Background: an optimization exercise with open tools, aiming at small area, a short achievable clock period and few clock cycles. Do not read the settings as production practice. Only simulation tests tie the RTL to the original design; equivalence was not proved. Power is estimated from default activity; no workload was simulated.

## flow/config.mk

```make
export PLATFORM = sky130hd
export DESIGN_NAME = updi_host
export DESIGN_NICKNAME = updi_host
export VERILOG_FILES = /design/flow/design.v
export SDC_FILE = /design/flow/constraint.sdc
export NUM_CORES = 4
export LEC_CHECK = 0
export ABC_AREA = 1
export CAP_MARGIN = 20
export CORE_MARGIN = 2
export CORE_UTILIZATION = 40
export CTS_CLUSTER_DIAMETER = 100
export CTS_CLUSTER_SIZE = 25
export SETUP_SLACK_MARGIN = 3.5
export SLEW_MARGIN = 20
```

## flow/constraint.sdc

```tcl
create_clock -name core_clock -period 8.0 [get_ports {clk}]
set_input_delay 1.6000 -clock core_clock [delete_from_list [all_inputs] [get_ports {clk}]]
set_output_delay 1.6000 -clock core_clock [all_outputs]
set_load 0.01 [all_outputs]
```

## flow/design.v

```verilog
module updi_host (
    input  wire        clk,
    input  wire        rst,
    input  wire        cfg_a24,
    input  wire        req_valid,
    output wire        req_ready,
    input  wire [4:0]  req_op,
    input  wire        req_wide,
    input  wire [23:0] req_addr,
    input  wire [15:0] req_data,
    input  wire [16:0] req_len,
    output wire        rsp_valid,
    output wire [2:0]  rsp_kind,
    output wire [2:0]  rsp_stage,
    output wire [2:0]  rsp_cause,
    output wire [15:0] rsp_data,
    output wire [1:0]  life,
    output wire [1:0]  session,
    output wire        desync,
    input  wire        wd_valid,
    output wire        wd_ready,
    input  wire [7:0]  wd_data,
    output wire        rd_valid,
    output wire [7:0]  rd_data,
    output wire        ctl_valid,
    output wire [2:0]  ctl_cmd,
    input  wire        ctl_ready,
    input  wire        ctl_fail,
    output wire        tx_valid,
    output wire [7:0]  tx_data,
    input  wire        tx_ready,
    input  wire        rx_valid,
    input  wire        rx_err,
    input  wire [7:0]  rx_data,
    output wire        rx_ready
);
    localparam [4:0] OP_OPEN   = 5'd0,  OP_CLOSE  = 5'd1,  OP_DBRK   = 5'd2,
                     OP_ISP    = 5'd3,  OP_CDL    = 5'd4,  OP_INIT   = 5'd5,
                     OP_LDCS   = 5'd6,  OP_STCS   = 5'd7,  OP_LOAD   = 5'd8,
                     OP_STORE  = 5'd9,  OP_SETPTR = 5'd10, OP_LDINC  = 5'd11,
                     OP_STINC  = 5'd12, OP_REPEAT = 5'd13, OP_BULK   = 5'd14,
                     OP_KEY    = 5'd15, OP_SIB    = 5'd16;
    localparam [1:0] L_CLOSED = 2'd0, L_OPENED = 2'd1, L_SYNC = 2'd2;
    localparam [1:0] S_UNSYNC = 2'd0, S_SPS = 2'd1, S_VERIFIED = 2'd2;
    localparam [2:0] K_OK = 3'd0, K_TRANSPORT = 3'd1, K_NORESP = 3'd2,
                     K_PROTOCOL = 3'd3, K_INVARG = 3'd4, K_LINKINIT = 3'd5;
    localparam [2:0] G_NONE = 3'd0, G_ARG = 3'd1, G_CONFIGURE = 3'd2,
                     G_SEND = 3'd3, G_RECEIVE = 3'd4, G_ACK = 3'd5,
                     G_CHECK = 3'd6;
    localparam [2:0] C_CLOSE = 3'd0, C_DRAIN = 3'd1, C_CFG_BREAK = 3'd2,
                     C_CFG_OP = 3'd3, C_DELAY = 3'd4;
    localparam [3:0] F_SIB  = 4'd0,  F_ISP1 = 4'd1,  F_ISP2 = 4'd2,
                     F_CDL  = 4'd3,  F_BRK  = 4'd4,
                     F_LDCS = 4'd6,  F_STCS = 4'd7,  F_LOAD = 4'd8,
                     F_STORE = 4'd9, F_PTR  = 4'd10, F_LDI  = 4'd11,
                     F_STI  = 4'd12, F_REP  = 4'd13, F_KEYH = 4'd15;
    localparam [2:0] ST_IDLE = 3'd0, ST_TX = 3'd1, ST_RX = 3'd2,
                     ST_BULK = 3'd3, ST_KEY = 3'd4, ST_KLD = 3'd5,
                     ST_SEQ = 3'd6, ST_CTL = 3'd7;
    localparam [3:0] P_O1 = 4'd0, P_O2 = 4'd1, P_O3 = 4'd2,
                     P_C1 = 4'd3, P_C2 = 4'd4,
                     P_D0 = 4'd5, P_D1 = 4'd6, P_D2 = 4'd7, P_D3 = 4'd8,
                     P_D4 = 4'd9, P_D5 = 4'd10, P_D6 = 4'd11, P_D7 = 4'd12,
                     P_D8 = 4'd13, P_D9 = 4'd14;
    reg [2:0]  st;
    reg [3:0]  pc;
    reg [3:0]  fr;
    reg [2:0]  hidx;
    reg [16:0] cnt;
    reg [1:0]  bph;             
    reg        pend;            
    reg        abort;           
    reg        retry;
    reg        ctl_fail_r;
    reg [2:0]  ctl_cmd_r;
    reg [4:0]  op;
    reg        wide;
    reg        a24;
    reg [23:0] addr;            
    wire [9:0] bcc = addr[17:8];
    reg [15:0] dat;
    reg [7:0]  ring [0:31];
    reg [4:0]  rp;
    reg [1:0]  life_r, session_r;
    reg        desync_r;
    reg        rsp_r;
    reg [2:0]  ecode;           
    localparam [2:0] E_OK = 3'd0, E_TSEND = 3'd1, E_TCFG = 3'd2, E_NORESP = 3'd3,
                     E_PROTO = 3'd4, E_INVARG = 3'd5, E_LICFG = 3'd6,
                     E_LICHK = 3'd7;
    wire [7:0] lenm1 = addr[7:0];
    wire [7:0] asz   = a24 ? 8'h08 : 8'h04;
    wire [7:0] psz   = a24 ? 8'h02 : 8'h01;
    wire [7:0] dsz   = wide ? 8'h01 : 8'h00;
    reg [7:0] opc, opc_r, b2, b2_r;
    always @(*) begin
        case (fr)
            F_ISP1:  b2 = 8'h08;
            F_ISP2:  b2 = 8'h80;
            F_STCS:  b2 = dat[7:0];
            default: b2 = addr[7:0];                     
        endcase
    end
    always @(posedge clk) begin
        opc_r <= opc;
        b2_r  <= b2;
    end
    always @(*) begin
        case (fr)
            F_ISP1:  opc = 8'hC3;
            F_ISP2:  opc = 8'hC2;
            F_CDL:   opc = 8'h80;
            F_LDCS:  opc = {4'h8, addr[3:0]};
            F_STCS:  opc = {4'hC, addr[3:0]};
            F_LOAD:  opc = 8'h00 | asz | dsz;
            F_STORE: opc = 8'h40 | asz | dsz;
            F_PTR:   opc = 8'h68 | psz;
            F_LDI:   opc = 8'h24 | dsz;
            F_STI:   opc = 8'h64 | dsz;
            F_REP:   opc = 8'hA0;
            F_KEYH:  opc = {6'b111000, addr[1:0]};
            default: opc = 8'hE6;                        
        endcase
    end
    reg [7:0] fbyte;
    always @(*) begin
        case (hidx)
            3'd0: fbyte = (fr == F_BRK) ? 8'h00 : 8'h55;
            3'd1: fbyte = opc_r;
            3'd2: fbyte = b2_r;
            3'd3: fbyte = addr[15:8];
            3'd4: fbyte = addr[23:16];
            3'd5: fbyte = dat[7:0];
            default: fbyte = dat[15:8];
        endcase
    end
    reg [7:0] bbyte;
    always @(*) begin
        if (bph == 2'd0) begin
            case (hidx)
                3'd1: bbyte = 8'hC2;
                3'd2: bbyte = 8'h0E;
                3'd4: bbyte = 8'hA0;
                3'd5: bbyte = lenm1;
                3'd7: bbyte = 8'h65;
                default: bbyte = 8'h55;
            endcase
        end else begin
            case (hidx[1:0])
                2'd0: bbyte = 8'h55;
                2'd1: bbyte = 8'hC2;
                default: bbyte = 8'h06;
            endcase
        end
    end
    wire st_tx   = (st == ST_TX);
    wire st_bulk = (st == ST_BULK);
    wire st_key  = (st == ST_KEY);
    wire st_rx   = (st == ST_RX);
    wire tx_on   = st_tx | st_bulk | st_key;
    wire src_wd  = (st_tx & (fr == F_STI) & hidx[1]) | (st_bulk & (bph == 2'd1));
    wire [7:0] ibyte = st_key ? ring[{rp[4:1], 1'b0}] : st_bulk ? bbyte : fbyte;
    wire [2:0] alast = a24 ? 3'd4 : 3'd3;
    reg f_last;
    always @(*) begin
        case (fr)
            F_BRK:   f_last = (hidx == 3'd0);
            F_STCS, F_REP, F_ISP1, F_ISP2:
                     f_last = (hidx == 3'd2);
            F_LOAD, F_PTR:
                     f_last = (hidx == alast);
            F_STORE: f_last = (hidx == alast) || (hidx == (wide ? 3'd6 : 3'd5));
            F_STI:   f_last = (hidx == {2'b01, wide});
            default: f_last = (hidx == 3'd1);
        endcase
    end
    wire f_reqlast = (fr == F_STCS) | (fr == F_REP) |
                     ((fr == F_ISP2) & (op == OP_ISP));
    wire b_reqlast = (bph == 2'd2) & (hidx[1:0] == 2'd2);
    wire b_unb     = (dat[15:10] != 6'd0) | (dat == 16'd0);
    wire b_last    = b_reqlast | (!b_unb & (bcc == 10'd1));
    wire k_last    = (cnt[4:0] == 5'd0);
    wire snd_last  = (st_tx & f_last) | (st_bulk & b_last) | (st_key & k_last);
    wire req_last  = (st_tx & f_last & f_reqlast) | (st_bulk & b_reqlast) |
                     (st_key & k_last);
    assign tx_valid = tx_on & !pend & (!src_wd | wd_valid) & !(st_key & rp[0]);
    assign tx_data  = src_wd ? wd_data : ibyte;
    wire   tx_fire  = tx_valid & tx_ready;
    wire   bc       = tx_on & ((pend & rx_valid) | (tx_fire & (abort | rx_valid)));
    assign rx_ready = st_rx | (tx_on & !abort & (pend | tx_fire));
    wire   rx_fire  = rx_ready & rx_valid;
    wire k_ld_last  = (cnt[2:0] == 3'd7) & (addr[1:0] == 2'd0 | cnt[3]) &
                      (addr[1:0] != 2'd2 | cnt[4]);
    assign wd_ready = (src_wd & !pend & tx_ready & tx_on) | ((st == ST_KLD) & ((rp == 5'd0) | (cnt[4:0] == 5'd0)));
    wire   wd_fire  = wd_ready & wd_valid;
    assign ctl_valid = (st == ST_CTL);
    assign ctl_cmd   = ctl_cmd_r;
    wire rx_dat = (fr == F_LDCS) | (fr == F_LOAD) | (fr == F_CDL);
    wire rx_ack = (fr == F_STORE) | (fr == F_PTR) | (fr == F_STI);
    wire rx_str = (fr == F_LDI) | (fr == F_SIB);
    wire cnt1   = (cnt == 17'd1);
    wire ack_fin = (fr == F_PTR) | ((fr == F_STORE) & hidx[2] & (hidx[1] | hidx[0])) |
                   ((fr == F_STI) & cnt1);
    wire is_ack  = (rx_data == 8'h40);
    wire nz      = (rx_data != 8'h00);
    wire y_any   = st_rx & cnt1 & ((rx_dat & (fr != F_CDL)) | rx_str);
    wire y_ack   = st_rx & rx_ack & ack_fin;
    wire y_cdl   = st_rx & cnt1 & (fr == F_CDL) & (op == OP_CDL);
    wire y_fin   = y_any | y_ack | y_cdl;
    wire x_txv   = req_last & !pend & !(st_key & rp[0]);
    wire x_pend  = req_last & pend;
    wire x_abort = x_txv & abort;
    wire rx_fin  = rx_valid & y_fin;
    wire y_bad   = y_ack & !is_ack;
    wire y_ok    = !rx_err & nz;
    wire tx_fin  = (x_pend & rx_valid) | (x_abort & tx_ready) |
                   (x_txv & tx_ready & rx_valid);
    wire fast    = rx_fin | tx_fin;
    assign rsp_valid = rsp_r | fast;
    assign req_ready = (st == ST_IDLE) | fast;
    wire   accept    = req_valid & req_ready;
    reg [2:0] ek, eg;
    always @(*) begin
        case (ecode)
            E_TSEND:  begin ek = K_TRANSPORT; eg = G_SEND;      end
            E_TCFG:   begin ek = K_TRANSPORT; eg = G_CONFIGURE; end
            E_NORESP: begin ek = K_NORESP;    eg = G_RECEIVE;   end
            E_PROTO:  begin ek = K_PROTOCOL;  eg = G_ACK;       end
            E_INVARG: begin ek = K_INVARG;    eg = G_ARG;       end
            E_LICFG:  begin ek = K_LINKINIT;  eg = G_CONFIGURE; end
            E_LICHK:  begin ek = K_LINKINIT;  eg = G_CHECK;     end
            default:  begin ek = K_OK;        eg = G_NONE;      end
        endcase
    end
    assign rsp_kind  = !y_fin ? ek : rx_err ? K_NORESP : y_bad ? K_PROTOCOL : K_OK;
    assign rsp_stage = !y_fin ? eg : rx_err ? G_RECEIVE : y_bad ? G_ACK : G_NONE;
    assign rsp_cause = ((ecode == E_LICFG) & !y_fin) ? K_TRANSPORT : K_OK;
    wire   dsel      = st_rx & ((fr == F_LDCS) | (fr == F_LOAD));
    wire   hsel      = st_rx & (fr == F_LOAD) & wide;
    wire   cdl1      = y_cdl & y_ok;
    assign rsp_data  = {dat[15:8] & {8{hsel}}, rx_data[7:1] & {7{dsel}},
                        (rx_data[0] & dsel) | cdl1};
    assign rd_valid = st_rx & rx_str & rx_valid & !rx_err;
    assign rd_data  = rx_data;
    assign life    = life_r;
    assign session = cdl1 ? S_VERIFIED : session_r;
    assign desync  = desync_r | (y_fin & (rx_err | y_bad));
    wire rq_ldi  = (req_op == OP_LDINC) | (req_op == OP_STINC);
    wire rq_rep  = (req_op == OP_REPEAT) | (req_op == OP_BULK);
    wire arg_bad = (req_op > OP_SIB) ||
                   (rq_ldi && (req_len[15:0] == 16'd0 || req_len[16])) ||
                   (rq_rep && (req_len == 17'd0 || req_len > 17'd256)) ||
                   ((req_op == OP_KEY) && (req_len > 17'd2));
    wire closed  = (life_r == L_CLOSED);
    task automatic fail(input [2:0] e);
        begin
            rsp_r <= 1'b1;
            ecode <= e;
            if (op != OP_OPEN && op != OP_DBRK)
                desync_r <= 1'b1;
            st <= ST_IDLE;
        end
    endtask
    task automatic done_ok;
        begin
            rsp_r <= 1'b1;
            st    <= ST_IDLE;
        end
    endtask
    task automatic ctl(input [2:0] c, input [3:0] next);
        begin
            ctl_cmd_r <= c; st <= ST_CTL; pc <= next;
        end
    endtask
    task automatic send(input [3:0] f);
        begin
            fr <= f; hidx <= 3'd0; st <= ST_TX;
        end
    endtask
    task automatic cdl_miss;
        begin
            if (op == OP_CDL)
                done_ok;
            else if (!retry) begin
                retry <= 1'b1; st <= ST_SEQ; pc <= P_D0;
            end else
                fail(E_LICHK);
        end
    endtask
    integer i;
    always @(posedge clk) begin
        ring[0] <= ((st == ST_KLD) & wd_fire) ? wd_data : ring[31];
        for (i = 1; i < 32; i = i + 1)
            ring[i] <= ring[i-1];
        rp <= ((st == ST_KLD) & wd_fire) ? 5'd0 : rp + 5'd1 + {4'd0, st_key & bc};
    end
    always @(posedge clk) begin
        if (rst) begin
            st        <= ST_IDLE;
            life_r    <= L_CLOSED;
            session_r <= S_UNSYNC;
            desync_r  <= 1'b0;
            rsp_r     <= 1'b0;
            ecode     <= E_OK;
            pend      <= 1'b0;
            abort     <= 1'b0;
        end else begin
            rsp_r <= 1'b0;
            if (bc) pend <= 1'b0;
            else if (tx_fire) pend <= 1'b1;
            if (bc & snd_last) abort <= 1'b0;
            else if (tx_on & rx_fire & rx_err) abort <= 1'b1;
            case (st)
            ST_TX: if (bc) begin
                if (!f_last) hidx <= hidx + 3'd1;
                else begin
                    case (fr)
                        F_STCS, F_REP: st <= ST_IDLE;
                        F_ISP1: begin
                            session_r <= S_SPS;
                            send(F_ISP2);
                        end
                        F_ISP2: if (op == OP_ISP) st <= ST_IDLE;
                                else send(F_CDL);
                        F_BRK:  st <= ST_SEQ;
                        F_KEYH: st <= ST_KEY;
                        F_LDI:  st <= ST_RX;
                        F_SIB:  begin cnt <= 17'd32; st <= ST_RX; end
                        F_LOAD: begin cnt <= wide ? 17'd2 : 17'd1; st <= ST_RX; end
                        F_LDCS, F_CDL: begin cnt <= 17'd1; st <= ST_RX; end
                        default: st <= ST_RX;                
                    endcase
                end
            end
            ST_BULK: if (bc) begin
                addr[17:8] <= b_last ? dat[9:0] : bcc - 10'd1;
                hidx <= hidx + 3'd1;
                case (bph)
                    2'd0: if (hidx == 3'd7) bph <= 2'd1;
                    2'd1: begin
                        cnt <= cnt - 17'd1;
                        if (cnt1) begin bph <= 2'd2; hidx <= 3'd0; end
                    end
                    default: if (b_reqlast) st <= ST_IDLE;
                endcase
            end
            ST_KEY: if (bc) begin
                cnt <= cnt - 17'd1;
                if (k_last) st <= ST_IDLE;
            end
            ST_KLD: if (wd_fire) begin
                if (k_ld_last) send(F_KEYH);
                else cnt <= cnt + 17'd1;
            end
            ST_RX: if (rx_valid) begin
                if (y_fin) begin
                    st <= ST_IDLE;
                    if (rx_err | y_bad)
                        desync_r <= 1'b1;
                    if (cdl1)
                        session_r <= S_VERIFIED;
                end else if (rx_err) begin
                    if (fr == F_CDL) begin
                        desync_r <= 1'b1;
                        cdl_miss;
                    end else
                        fail(E_NORESP);
                end else if (rx_ack) begin
                    if (!is_ack)
                        fail(E_PROTO);
                    else if (ack_fin)
                        st <= ST_IDLE;
                    else if (fr == F_STORE) begin
                        hidx <= 3'd5; st <= ST_TX;
                    end else begin
                        cnt <= cnt - 17'd1; hidx <= 3'd2; st <= ST_TX;
                    end
                end else begin
                    dat[15:8] <= rx_data;
                    cnt  <= cnt - 17'd1;
                    if (cnt1) begin
                        if (fr != F_CDL)
                            st <= ST_IDLE;
                        else if (nz) begin
                            session_r <= S_VERIFIED;
                            done_ok;
                        end else
                            cdl_miss;
                    end
                end
            end
            ST_CTL: if (ctl_ready) begin
                ctl_fail_r <= ctl_fail;
                st <= ST_SEQ;
            end
            ST_SEQ: begin
                case (pc)
                    P_O1: begin
                        if (!closed) ctl(C_CLOSE, P_O2); else pc <= P_O2;
                        life_r <= L_CLOSED;
                    end
                    P_O2: ctl(C_CFG_OP, P_O3);
                    P_O3: if (ctl_fail_r) fail((op == OP_INIT && retry) ? E_LICFG : E_TCFG);
                          else begin
                              ctl(C_DRAIN, P_D0);
                              life_r <= L_OPENED; session_r <= S_UNSYNC;
                          end
                    P_C1: if (!closed) ctl(C_CLOSE, P_C2); else pc <= P_C2;
                    P_C2: begin
                        life_r <= L_CLOSED; session_r <= S_UNSYNC; desync_r <= 1'b0;
                        done_ok;
                    end
                    P_D0: begin
                        if (!closed) ctl(C_CLOSE, P_D1); else pc <= P_D1;
                        life_r <= L_CLOSED;
                    end
                    P_D1: ctl(C_CFG_BREAK, P_D2);
                    P_D2: if (ctl_fail_r) fail((op == OP_INIT && retry) ? E_LICFG : E_TCFG);
                          else begin
                              ctl(C_DRAIN, P_D3);
                              life_r <= L_OPENED; session_r <= S_UNSYNC;
                          end
                    P_D3: begin send(F_BRK); pc <= P_D4; end
                    P_D4: ctl(C_DELAY, P_D5);
                    P_D5: begin send(F_BRK); pc <= P_D6; end
                    P_D6: begin ctl(C_CLOSE, P_D7); life_r <= L_CLOSED; end
                    P_D7: ctl(C_CFG_OP, P_D8);
                    P_D8: if (ctl_fail_r) fail((op == OP_INIT && retry) ? E_LICFG : E_TCFG);
                          else begin
                              life_r <= L_SYNC; session_r <= S_UNSYNC; desync_r <= 1'b0;
                              ctl(C_DRAIN, P_D9);
                          end
                    P_D9: if (op == OP_INIT) send(F_ISP1); else done_ok;
                    default: done_ok;
                endcase
            end
            default: ;
            endcase
            if (accept) begin
                op       <= req_op;
                wide     <= req_wide;
                a24      <= cfg_a24;
                addr     <= req_addr;
                if (req_op == OP_REPEAT || req_op == OP_BULK)
                    addr[7:0] <= req_len[7:0] - 8'd1;
                if (req_op == OP_KEY)
                    addr[7:0] <= req_len[7:0];
                dat      <= req_data;
                retry    <= 1'b0;
                pend     <= 1'b0;
                abort    <= 1'b0;
                ecode    <= E_OK;
                hidx     <= 3'd0;
                fr       <= req_op[3:0];
                case (req_op)
                    OP_LDINC: cnt <= req_wide ? {req_len[15:0], 1'b0} : {1'b0, req_len[15:0]};
                    OP_STINC: cnt <= {1'b0, req_len[15:0]};
                    OP_BULK:  cnt <= {7'd0, req_len[8:0], 1'b0};
                    default:  cnt <= 17'd0;
                endcase
                bph <= 2'd0;
                if (req_op == OP_BULK)
                    addr[17:8] <= (req_data != 16'd0 && req_data < 16'd10) ? 10'd6
                                                                          : req_data[9:0];
                case (req_op)
                    OP_OPEN:  begin st <= ST_SEQ; pc <= P_O1; end
                    OP_CLOSE: begin st <= ST_SEQ; pc <= P_C1; end
                    OP_DBRK:  begin st <= ST_SEQ; pc <= P_D0; end
                    OP_ISP, OP_INIT: begin
                        if (closed) begin
                            rsp_r <= 1'b1; ecode <= E_TSEND;
                            st <= ST_IDLE;
                        end else begin
                            fr <= F_ISP1; st <= ST_TX;
                        end
                    end
                    OP_CDL: begin
                        if (closed) begin
                            rsp_r <= 1'b1; st <= ST_IDLE;
                        end else begin
                            fr <= F_CDL; st <= ST_TX;
                        end
                    end
                    default: begin
                        if (arg_bad) begin
                            rsp_r <= 1'b1; ecode <= E_INVARG;
                            st <= ST_IDLE;
                        end else if (closed) begin
                            rsp_r <= 1'b1; ecode <= E_TSEND;
                            st <= ST_IDLE;
                        end else if (req_op == OP_KEY)
                            st <= ST_KLD;
                        else if (req_op == OP_BULK)
                            st <= ST_BULK;
                        else
                            st <= ST_TX;
                    end
                endcase
            end
        end
    end
endmodule
```

## flow/flow/run.sh

```bash
#!/bin/bash
set -o pipefail
export BUFFER_PORTS_ARGS="-buffer_cell sky130_fd_sc_hd__buf_1"
bash standard.sh > standard.log 2>&1
```

## flow/standard.sh

```bash
#!/bin/bash
# synth_recipe.tcl (not shown) runs the flow's synth.tcl, then flattens the netlist and writes it again
# the make line also repeats each setting of config.mk as NAME=value (left out here)
make -C /OpenROAD-flow-scripts/flow DESIGN_CONFIG=/design/flow/config.mk WORK_HOME=/design/flow/orfs CLKGATE_MAP_FILE= SYNTH_SCRIPT=/design/flow/synth_recipe.tcl "${@:-finish}"
```

==> impl_metrics.env, run 1 <==
export IMPL_clk_pin_slew_ps=110
export IMPL_finalSetupViolCount=0
export IMPL_dr_first_iter_drc_count=1194
export IMPL_yosysMostFrequentCell="nand2_1"
export IMPL_gp_congestion=0.9573
export IMPL_hold_worst_slack_ps=329.8
export IMPL_synthArstFlopShare_pct=0
export IMPL_via_count=13720
export IMPL_ys_ff_latch=372
export IMPL_final_nets=2181
export IMPL_outcome="timing/DRC/antenna clean"
export IMPL_ys_warn_count=2
export IMPL_cp_start_kind="register"
export IMPL_grt_pass1_vias=13140
export IMPL_syn_area_um2=15570
export IMPL_syn2layout_area_growth_pct=14.25
export IMPL_holdCritStartpoint="ring[9][4]"
export IMPL_fin_crit_ps=4498
export IMPL_numCtsBuffers=20
export IMPL_h_tree_depth=1
export IMPL_ir_drop_v=0.0001428
export IMPL_leakagePower_nw=7.407
export IMPL_synth_flop_cell="dfxtp_1"
export IMPL_skew_ps=29.18
export IMPL_max_cap_violations=0
export IMPL_synth_top_area_share_pct=37.30
export IMPL_cp_max_fo=8
export IMPL_drcViolationCount=0
export IMPL_dp_hpwl_um=35840
export IMPL_drtAntennaViolNets=0
export IMPL_synth_area_leaders="dfxtp_1 (37%), edfxtp_1 (16%), nand2_1 (11%)"
export IMPL_dr_pass1_iters=5
export IMPL_die_h_um=201.3
export IMPL_wl_per_cell_um=18.40
export IMPL_clockBufferDepth=3
export IMPL_fmax_mhz=222.3
export IMPL_grt_overflow_total=0
export IMPL_rsz0062_at_grt="yes"
export IMPL_grt_usage_pct=23.23
export IMPL_r2r_start="fr[2]"
export IMPL_synth_common_cells="nand2_1 (436), dfxtp_1 (290), inv_1 (226), nor2_1 (216), o21ai_0 (125)"
export IMPL_clock_sinks=372
export IMPL_insertion_delay_ps=560
export IMPL_antenna_found_initial=0
export IMPL_ys_types=57
export IMPL_start_util_pct=40.37
export IMPL_worstPathRequired_ps=6400
export IMPL_tightest_slew_ps=760.4
export IMPL_die_area_um2=40510
export IMPL_die_width_um=201.3
export IMPL_via_per_inst=5.275
export IMPL_root_buffer="clkbuf_16"
export IMPL_dp_cells=2538
export IMPL_slew_headroom_pct=49.31
export IMPL_io_buffers=142
export IMPL_ys_seq_area_share_pct=53.11
export IMPL_drive_gt1_share_pct=8.790
export IMPL_finalHoldViolations=0
export IMPL_finalNonFillerCells=2600
export IMPL_grt_pass1_wl_um=74250
export IMPL_setup_worst_path_start="hidx[0]"
export IMPL_num_rows=72
export IMPL_min_path_type="register to register"
export IMPL_coreArea_um2=38560
export IMPL_synth_area_per_cell_um2=8.150
export IMPL_cts_tree="done"
export IMPL_grt_max_degree=66
export IMPL_slew_violations=0
export IMPL_wirelength_um=47840
export IMPL_synth_cells=1910
export IMPL_fin_setup_tns_ps=0
export IMPL_n_antenna_cell=0
export IMPL_cp_end_kind="output pin"
export IMPL_path_class="register to output pin"
export IMPL_power_density_nw_per_um2=295.6
export IMPL_synth_area_leader_cell="dfxtp_1"
export IMPL_crit_arrival_ps=2900
export IMPL_synth_edff_count=82
export IMPL_cts_hold_buf=0
export IMPL_post_route_period_util_pct=56.22
export IMPL_pin_count=145
## timing repair
item,CTS,global route
gates resized for setup,38,65
buffers inserted,6,27
pin swaps,1,14
endpoints found under the setup margin,17,19
## worst paths after layout
| kind | endpoint | slack, ps | depth (start not counted) |
|---|---|---|---|
| min | ring[10][4] | 330 | 0 |
| min reg2reg | ring[10][4] | 330 | 0 |
| max reg2reg | fr[1] | 4190 | 14 |
| max | tx_data[0] | 3500 | 10 |
## kinds of logic (layout without fill, tap and decap cells)
| family | count (synthesis) | in the layout | synth area share (%) |
|---|---|---|---|
| flops | 372 | 372 | 53.11 |
| fa+ha+maj | 17 | 17 | 1.366 |
| simple gates | 876 | 876 | 23.79 |
| xor+xnor | 12 | 12 | 0.6752 |
| compound gates | 345 | 345 | 13.60 |
| buf+inv | 287 | 458 | 7.427 |
| other cells | 1 | 2 | 0.02409 |
## metal layers
layer  routed length, um  up-vias  global-route usage, %
met5                   0        -                      0
met4                1951        0                  9.139
met3                3199       91                  3.547
met2               22640      489                  39.13
met1               20060     6430                  30.04
li1                    -     6705                      -
## metrics by stage
stage / total power, mW / utilization [%] / instance area, um^2 / setup slack [ps]
after floorplan: 3.380 / - / 15570 / 3720
after global placement: 3.939 / 43.03 / 16590 / 3229
after detailed placement: 3.944 / 43.03 / 16590 / 3219
after CTS: 5.107 / 45.01 / 17350 / 3400
after global routing: 5.564 / 46.13 / 17780 / 3428
final: 5.256 / 46.13 / 17780 / 3502
## sequential cells by signal (all words and copies together), names as in the netlist, 2 cells and up
signal,flops
addr,24
fr,4
ecode,3
bph,2
hidx,3
op,5
st,3
opc_r,7
b2_r,8
ctl_cmd_r,3
life_r,2
dat,16
session_r,2
ring,256
cnt,17
rp,5
pc,4
## layout by cell type, fill, tap and decap left out, types with 21 or more instances in the layout
master	count
a221oi_1	21
nor2_2	26
buf_4	43
o21ai_0	122
buf_1	135
nor2_1	188
inv_1	219
nor3_1	31
nand2_1	431
a21oi_1	69
nand4_1	39
dfxtp_1	290
edfxtp_1	82
nand3_1	106
## worst max-delay path: stages, from the launching register on
cell      delay [ps]
edfxtp_1         420
buf_4            190
ha_1             260
ha_4             220
inv_1            100
nand3_2          160
inv_1            200
a21oi_1           90
a21oi_1          340
a31oi_1          190
clkbuf_2         170
## cell type report
type,count,area (um^2)
Fill cell,3888,20770
Sequential cell,372,8268
Multi-Input combinational cell,1252,6465
Inverter,244,932.1
Timing Repair Buffer,185,870.8
Tap cell,518,648.1
Clock buffer,24,515.5
Clock inverter,5,85.08
## power by group
| group | leakage (nW) | switching [mW] | internal [mW] |
|---|---|---|---|
| Sequential | 3.11 | 0.153 | 2.12 |
| Combinational | 4.01 | 1.28 | 0.587 |
| Clock | 0.288 | 0.636 | 0.479 |
Testbench counts, summed over its fixed seeds: cycles 22,269.
==> run 2, diff against run 1 <==
--- a/flow/config.mk
+++ b/flow/config.mk
@@ -13,3 +13,3 @@
 export CTS_CLUSTER_SIZE = 25
-export SETUP_SLACK_MARGIN = 3.5
+export SETUP_SLACK_MARGIN = 3.0
 export SLEW_MARGIN = 20
==> run 2 against run 1 <==
Still clean. Fmax fell by 6.3%. Area after synthesis unchanged. Wire length shrank 1.1%. Worst setup slack lost 300 ps. Cell count shrank 1.1%. Worst hold slack worse by 3.6 ps. Critical path depth increased by 3. Clock power barely moved. Sequential power about the same. Via count shrank 1.5%. Sequential share of layout area grew 1.5 points. Largest cell class unchanged.
==> impl_metrics.env, run 2 <==
export IMPL_outcome="timing/DRC/antenna clean"
export IMPL_fin_crit_ps=4799
export IMPL_via_per_inst=5.255
export IMPL_die_width_um=201.3
export IMPL_crit_arrival_ps=3200
export IMPL_cts_hold_buf=0
export IMPL_synth_common_cells="nand2_1 (436), dfxtp_1 (290), inv_1 (226), nor2_1 (216), o21ai_0 (125)"
export IMPL_clock_sinks=372
export IMPL_slew_violations=0
export IMPL_wl_per_cell_um=18.40
export IMPL_cts_tree="done"
export IMPL_grt_pass1_vias=13050
export IMPL_coreArea_um2=38560
export IMPL_wirelength_um=47320
export IMPL_holdCritStartpoint="ring[9][4]"
export IMPL_most_common_layout_cells="nand2_1 (436), dfxtp_1 (290), inv_1 (226)"
export IMPL_yosysMostFrequentCell="nand2_1"
export IMPL_die_area_um2=40510
export IMPL_r2r_start="hidx[1]"
export IMPL_leakagePower_nw=7.210
export IMPL_grt_max_degree=66
export IMPL_synthArstFlopShare_pct=0
export IMPL_max_cap_violations=0
export IMPL_finalHoldViolations=0
export IMPL_post_route_period_util_pct=59.98
export IMPL_syn_area_um2=15570
export IMPL_n_antenna_cell=0
export IMPL_cp_max_fo=7
export IMPL_dr_first_iter_drc_count=1252
export IMPL_cp_start_kind="register"
export IMPL_worstPathRequired_ps=6400
export IMPL_cp_end_kind="output pin"
export IMPL_insertion_delay_ps=560
export IMPL_pwr_share_comb_pct=33.0
export IMPL_setup_worst_path_start="hidx[1]"
export IMPL_fin_setup_tns_ps=0
export IMPL_clockBufferDepth=3
export IMPL_num_rows=72
export IMPL_syn2layout_area_growth_pct=10.76
export IMPL_fmax_mhz=208.4
export IMPL_drive_gt1_share_pct=4.286
export IMPL_synth_cells=1910
export IMPL_via_count=13510
export IMPL_p_switching_mw=1.975
export IMPL_antenna_found_initial=0
export IMPL_ir_drop_v=0.0001436
export IMPL_clk_pin_slew_ps=100
export IMPL_drcViolationCount=0
export IMPL_dr_pass1_iters=5
export IMPL_synth_flop_cell="dfxtp_1"
export IMPL_synth_top_area_share_pct=37.30
export IMPL_ys_types=57
export IMPL_synth_area_per_cell_um2=8.150
export IMPL_grt_usage_pct=23.15
export IMPL_ys_ff_latch=372
export IMPL_dp_slack_ps=3219
export IMPL_pin_count=145
export IMPL_synth_area_leader_cell="dfxtp_1"
export IMPL_root_buffer="clkbuf_16"
export IMPL_seqPwrFrac_pct=45.0
export IMPL_clock_power_share_pct=22.0
export IMPL_top_register="ring"
export IMPL_ys_seq_area_share_pct=53.11
export IMPL_power_density_nw_per_um2=293.7
export IMPL_ys_warn_count=2
export IMPL_die_h_um=201.3
export IMPL_tightest_slew_ps=997.6
export IMPL_largest_register_ffs=256
export IMPL_slew_headroom_pct=33.24
export IMPL_numCtsBuffers=20
export IMPL_gp_congestion=0.9573
export IMPL_h_tree_depth=1
export IMPL_start_util_pct=40.37
export IMPL_hold_worst_slack_ps=326.2
export IMPL_finalSetupViolCount=0
export IMPL_grt_overflow_total=0
export IMPL_grt_pass1_wl_um=73980
export IMPL_synth_area_leaders="dfxtp_1 (37%), edfxtp_1 (16%), nand2_1 (11%)"
export IMPL_min_path_type="register to register"
export IMPL_swShare_pct=39.01
export IMPL_io_buffers=142
export IMPL_drtAntennaViolNets=0
export IMPL_dp_hpwl_um=35840
export IMPL_p_int_mw=3.088
export IMPL_fin_ws_ps=3201
export IMPL_final_nets=2152
export IMPL_final_common_cell="nand2_1"
export IMPL_top_regs="ring: 256 flops, addr: 24 flops, cnt: 17 flops"
export IMPL_skew_ps=29.98
export IMPL_path_class="register to output pin"
export IMPL_rsz0062_at_grt="yes"
export IMPL_synth_edff_count=82
## run 2: cell counts after synthesis
No cell type changed its count.
## run 2: per-stage QoR
stage | cell area (um^2) | cells | util (%) | power, mW
floorplan | 15570 | 1911 | - | 3.380
global placement | 16590 | 2538 | 43.03 | 3.939
detailed placement | 16590 | 2538 | 43.03 | 3.944
CTS | 17200 | 2568 | 44.61 | 5.055
global route | 17240 | 2571 | 44.72 | 5.376
finish | 17240 | 2571 | 44.72 | 5.063
## run 2: metal layers
layer	GRT usage [%]	wire length, um	vias to the layer above
li1	-	-	6638
met1	29.92	20050	6309
met2	39.36	22490	470
met3	3.547	2911	93
met4	8.325	1862	0
met5	0	0	-
## run 2: cells by family after synthesis
group / after synthesis / share of synthesized area [%]
flops: 372 / 53.11
fa+ha+maj: 17 / 1.366
simple gates: 876 / 23.79
other cells: 1 / 0.02409
buf+inv: 287 / 7.427
xor+xnor: 12 / 0.6752
compound gates: 345 / 13.60
## run 2: final timing paths
| path | endpoint | slack (ps) | cells after the start |
|---|---|---|---|
| setup / recovery | tx_data[6] | 3200 | 13 |
| hold / removal | ring[10][4] | 330 | 0 |
| setup reg to reg | cnt[16] | 3950 | 16 |
| hold reg to reg | ring[10][4] | 330 | 0 |
## run 2: area by class of cell
type                    instances  area [um^2]
inverters                     244        923.4
clock inverters                 5        85.08
repair buffers                156        638.1
well taps                     518        648.1
clock buffers                  24        515.5
flip-flops and latches        372         8268
multi-input cells            1252         6163
fillers                      3941        21320
## run 2: repair_timing
action / 4_1_cts / 5_1_grt
setup buffers: 1 / 3
gates resized for setup: 0 / 6
endpoints found under the setup margin: 3 / 10
cloned: 0 / 0
## run 2: power by group through the flow
stage	Combinational [mW]	Sequential [mW]	Clock [mW]
2_1_floorplan	1.13	2.25	0
3_3_place_gp	1.61	2.33	0
3_5_place_dp	1.62	2.33	0
4_1_cts	1.63	2.28	1.14
5_1_grt	1.86	2.31	1.21
6_report	1.67	2.28	1.11
## run 2: critical path: stages (launching register included)
cell and delay, ps:
edfxtp_1 440, inv_1 160, ha_1 240, nand2_1 180, inv_1 170, nand2_1 80, o21ai_0 70, a221oi_1 290
nand3_1 110, a21oi_1 170, o21ai_0 140, a21oi_1 320, a21oi_1 130, buf_1 150

port drivers added, routing unchanged:
The results above use ideal ports. As a check the final layouts listed here were re-extracted and re-timed, cells and wires unchanged. Step 1: set_driving_cell puts a clkbuf_16 on clk and a buf_2 on each other input, an assumption about the parent block. Step 2 adds t to the input delays and takes it off the output delays; t is the mean of the earliest and latest rising clock arrival at the registers after step 1. Input paths then give back, and output paths get back, about the clock's delay inside the block. Slacks: no drivers / after step 1 / after step 2; pairs: no drivers / after step 1.
run | shift t [ns] | setup WS [ns] | clock arrival spread, ns | worst data-port slew with drivers (ns)
run 1 | 0.601 | 3.502 / 3.447 / 3.521 | 0.030 / 0.029 | 0.05
run 2 | 0.596 | 3.201 / 3.147 / 3.185 | 0.030 / 0.030 | 0.05
After both steps every run listed still meets setup and hold. For run 2, which loses most, drivers alone change the setup slack by -0.054 ns; drivers and shift together by -0.016 ns.
